This design comes from an exercise in tuning for small area, a short achievable clock period and few clock cycles on the open sky130 flow, not from production work. The RTL was checked by simulation tests, not by an equivalence proof against the original design. Power is estimated from default activity; no workload was simulated.

// cinepak_cb_loader
module cinepak_cb_loader (
    input  wire        clk,
    input  wire        rst,
    input  wire        in_valid,
    output wire        in_ready,
    input  wire [7:0]  in_data,
    input  wire [1:0]  fmt,
    output reg         out_valid,
    input  wire        out_ready,
    output reg         out_v1,
    output reg  [7:0]  out_index,
    output reg  [95:0] out_pix
);
    localparam M_HDR  = 2'd0;    
    localparam M_CB   = 2'd1;    
    localparam M_SKIP = 2'd2;    
    reg  [1:0]  mode;
    reg  [1:0]  hcnt;             
    reg  [23:0] rem;              
    reg         cb_is;            
    reg         cb_sparse;
    reg         cb_v1;
    reg         cb_short;
    reg  [1:0]  cb_fmt;
    reg         fresh;            
    reg  [5:0]  fo;               
    reg         is_ent;           
    reg  [31:0] mask;             
    reg  [3:0]  grp;              
  ...
For scale: ~1200 cells after synthesis, ~310 flip-flops, ~14000 um^2 of cells after synthesis.
export LEC_CHECK = 0
export CAP_MARGIN = 20
export CORE_MARGIN = 2
export CORE_UTILIZATION = 40
export CTS_CLUSTER_DIAMETER = 75
export CTS_CLUSTER_SIZE = 36
export GPL_TIMING_DRIVEN = 0
export PLACE_DENSITY = 0.6
export SETUP_SLACK_MARGIN = 3
export SLEW_MARGIN = 20
export TNS_END_PERCENT = 0
create_clock -name core_clock -period 5.0 [get_ports {clk}]
standard.sh (not shown) runs the stock make flow with config.mk's settings and CLKGATE_MAP_FILE= SYNTH_SCRIPT=/design/flow/synth_recipe.tcl, a recipe that flattens the netlist after the stock synthesis.
==> flow/flow/run.sh <==
#!/bin/bash
# Standard ORFS layout, with small port buffers instead of delay cells and
# free cell sizing during timing repair.
bash standard.sh BUFFER_PORTS_ARGS="-buffer_cell sky130_fd_sc_hd__buf_1" MATCH_CELL_FOOTPRINT=0 finish > standard.log 2>&1
Testbench counts at the start, summed over its fixed seeds: cycles 73,511.
Then changed:
- CTS_CLUSTER_DIAMETER: 75 -> 70
- CTS_CLUSTER_SIZE: 36 -> 33
- GPL_TIMING_DRIVEN: 0 -> not set
After rerunning:
- first-iteration DRC count rose by 7.3%
- global-route usage fell by 1.4 points
- utilization fell by 0.53 points
Then changed:
- CTS_CLUSTER_DIAMETER: 70 -> 75
- CTS_CLUSTER_SIZE: 33 -> 50
=>
- The changed run passed the timing, design-rule and antenna checks
- cell count hardly moves
- flip-flop and latch count is unchanged
- area after synthesis is unchanged
- clock power went down by about 12%
- combinational power hardly moves
- cell area drops by 1.2%
Then changed:
- CTS_BUF_LIST: not set -> sky130_fd_sc_hd__clkbuf_8 sky130_fd_sc_hd__clkbuf_16
- CTS_CLUSTER_DIAMETER: 75 -> 60
- CTS_CLUSTER_SIZE: 50 -> 24
- final cell count rose by 1.1%
- design area is higher by 2.6%
- non-clock buffer count is higher by 7
- clock power climbs by 27%
- flip-flop and latch count is unchanged
- die area does not change
- hold slack is better by 5.9 ps
- maximum frequency goes up by 1.2%
- combinational power is about the same
- power rose by 6.6%
- synthesized cell count does not change
Then changed:
- CTS_BUF_LIST: sky130_fd_sc_hd__clkbuf_8 sky130_fd_sc_hd__clkbuf_16 -> not set
- CTS_CLUSTER_DIAMETER: 60 -> 75
- CTS_CLUSTER_SIZE: 24 -> 36
Outcome: Routed wire length came out lower by 0.61%. Total power goes down by about 6%. Die area stays the same. Register-to-register slack degrades by 30 ps. Final cell count went down by about 1.1%. Clock-buffer cell count drops by 7. Worst setup slack is worse by 28 ps. Design area came out lower by 2.5%. Via count falls by 1.7%. Sequential share of layout area climbs by 1.3 points.
Then changed:
- CTS_BUF_LIST: not set -> sky130_fd_sc_hd__clkbuf_8
- CTS_CLUSTER_DIAMETER: 75 -> 50
- CTS_CLUSTER_SIZE: 36 -> 24
Cell count rises by 1.9%.
Design area increases by 1.8%.
Total power rises by 3.3%.
Core utilization increases by 0.82 points.
Non-clock buffer count went up by 6.
Wire length increases by 0.91%.
Clock skew is higher by 11 ps.

---

## v12
cinepak_cb_loader, a different RTL version from the one above (not shown whole).
Size in the first run: about 120 I/O pins, ~12000 µm² of cells after synthesis.
Settings: LEC_CHECK=0, CAP_MARGIN=20, CORE_MARGIN=2, CORE_UTILIZATION=40, PLACE_DENSITY=0.6, SLEW_MARGIN=20; clock period 5.0 ns.
run.sh (not shown) runs the stock make flow with config.mk's settings and CLKGATE_MAP_FILE= SYNTH_SCRIPT=/design/flow/synth_recipe.tcl, a recipe that flattens the netlist after the stock synthesis.
Stock flow here: none of the scripts above is used.
Testbench counts of v12, summed over its fixed seeds: cycles 73,504.
> inputs changed (v12 -> v2)
Settings: SETUP_SLACK_MARGIN: unset -> 2.
- v2 finished every stage and its layout cleared the timing, design-rule and antenna checks.
- v2: time the final worst path needs with I/O delays and setup is 0.72 ns lower than what v12 reported.
- v2 ended up with combinational logic as its group with the largest share of power; v12 ended up with registers.
- Relative area change from synthesis to final layout in v2 is 12 points higher than in v12
- Taking v12 over v2, the final area ratio works out to 0.912.

---

## the reference run
Another version of the RTL of cinepak_cb_loader (not shown whole).
Size in the first run: ~1300 cells after synthesis.
Settings: LEC_CHECK=0, CAP_MARGIN=20, CORE_MARGIN=2, CORE_UTILIZATION=55, PLACE_DENSITY=0.75, SETUP_SLACK_MARGIN=3, SLEW_MARGIN=20, TNS_END_PERCENT=0; clock period 5.0 ns.
standard.sh (not shown) runs the stock make flow with config.mk's settings and CLKGATE_MAP_FILE= SYNTH_SCRIPT=/design/flow/synth_recipe.tcl, a recipe that flattens the netlist after the stock synthesis.
==> flow/flow/run.sh <==
#!/bin/bash
# Standard ORFS layout, with small port buffers instead of delay cells and
# free cell sizing during timing repair.
bash standard.sh BUFFER_PORTS_ARGS="-buffer_cell sky130_fd_sc_hd__buf_2" MATCH_CELL_FOOTPRINT=0 finish > standard.log 2>&1
The reference run closes out successfully: all stages finished, all timing, DRC and antenna checks passed.
Testbench counts of the reference run, summed over its fixed seeds: cycles 73,511.
What the trial run does differently from the reference run at the input level:
-- flow/config.mk --
<<< the reference run, line 9
export CORE_MARGIN = 2
export CORE_UTILIZATION = 55
export PLACE_DENSITY = 0.75
export SETUP_SLACK_MARGIN = 3
>>> the trial run, line 9
export CORE_MARGIN = 2
export CORE_UTILIZATION = 40
export PLACE_DENSITY = 0.6
export SETUP_SLACK_MARGIN = 3
Results
- The trial run vs. the reference run: final worst setup slack now sits at about the same level, internal power now sits lower, count of multi-input combinational gates now sits at about the same level.
- Against the reference run, wire length in the trial run rose by a few percent.

afterwards: timing with drivers on the ports:
The results above use ideal ports. As a check the final layouts listed here were re-extracted and re-timed, cells and wires unchanged.
Step 1 (the two cells are an assumption about what drives the block):
set clk [get_ports {clk}]
set_driving_cell -lib_cell sky130_fd_sc_hd__clkbuf_16 $clk
set_driving_cell -lib_cell sky130_fd_sc_hd__buf_2 [delete_from_list [all_inputs] $clk]
Step 2 times the ports against the registers' clock, not the clock port: input delays grow and output delays shrink by t, the midpoint of the rising clock arrivals with the driver on.
a / b / c = ideal / step 1 / step 2; a / b = the first two.
run	shift t [ns]	slack for setup (ns)	worst setup path after step 2	latest minus earliest clock arrival (ns)	worst slew at a driven data input, ns
the first run of note 1	0.575	2.634 / 2.655 / 2.080	input to register	0.034 / 0.034	0.03
the second run of note 1	0.573	2.596 / 2.596 / 2.091	input to register	0.024 / 0.023	0.04
the third run of note 1	0.569	2.617 / 2.623 / 2.070	input to register	0.020 / 0.020	0.04
the fourth run of note 1	0.601	2.645 / 2.645 / 2.073	input to register	0.020 / 0.019	0.04
the fifth run of note 1	0.569	2.617 / 2.623 / 2.070	input to register	0.020 / 0.020	0.04
the sixth run of note 1	0.593	2.666 / 2.666 / 2.104	input to register	0.036 / 0.035	0.04
v12	0.577	0.612 / 0.612 / 0.612	register to register	0.025 / 0.025	0.08
v2	0.587	1.330 / 1.330 / 1.179	input to register	0.018 / 0.018	0.03
the reference run	0.597	2.595 / 2.538 / 1.941	input to register	0.014 / 0.013	0.16
the trial run	0.560	2.594 / 2.615 / 2.055	input to register	0.017 / 0.018	0.05
After both steps every run listed still meets setup and hold. For the reference run, which loses most, drivers alone change the setup slack by -0.057 ns; drivers and shift together by -0.654 ns.
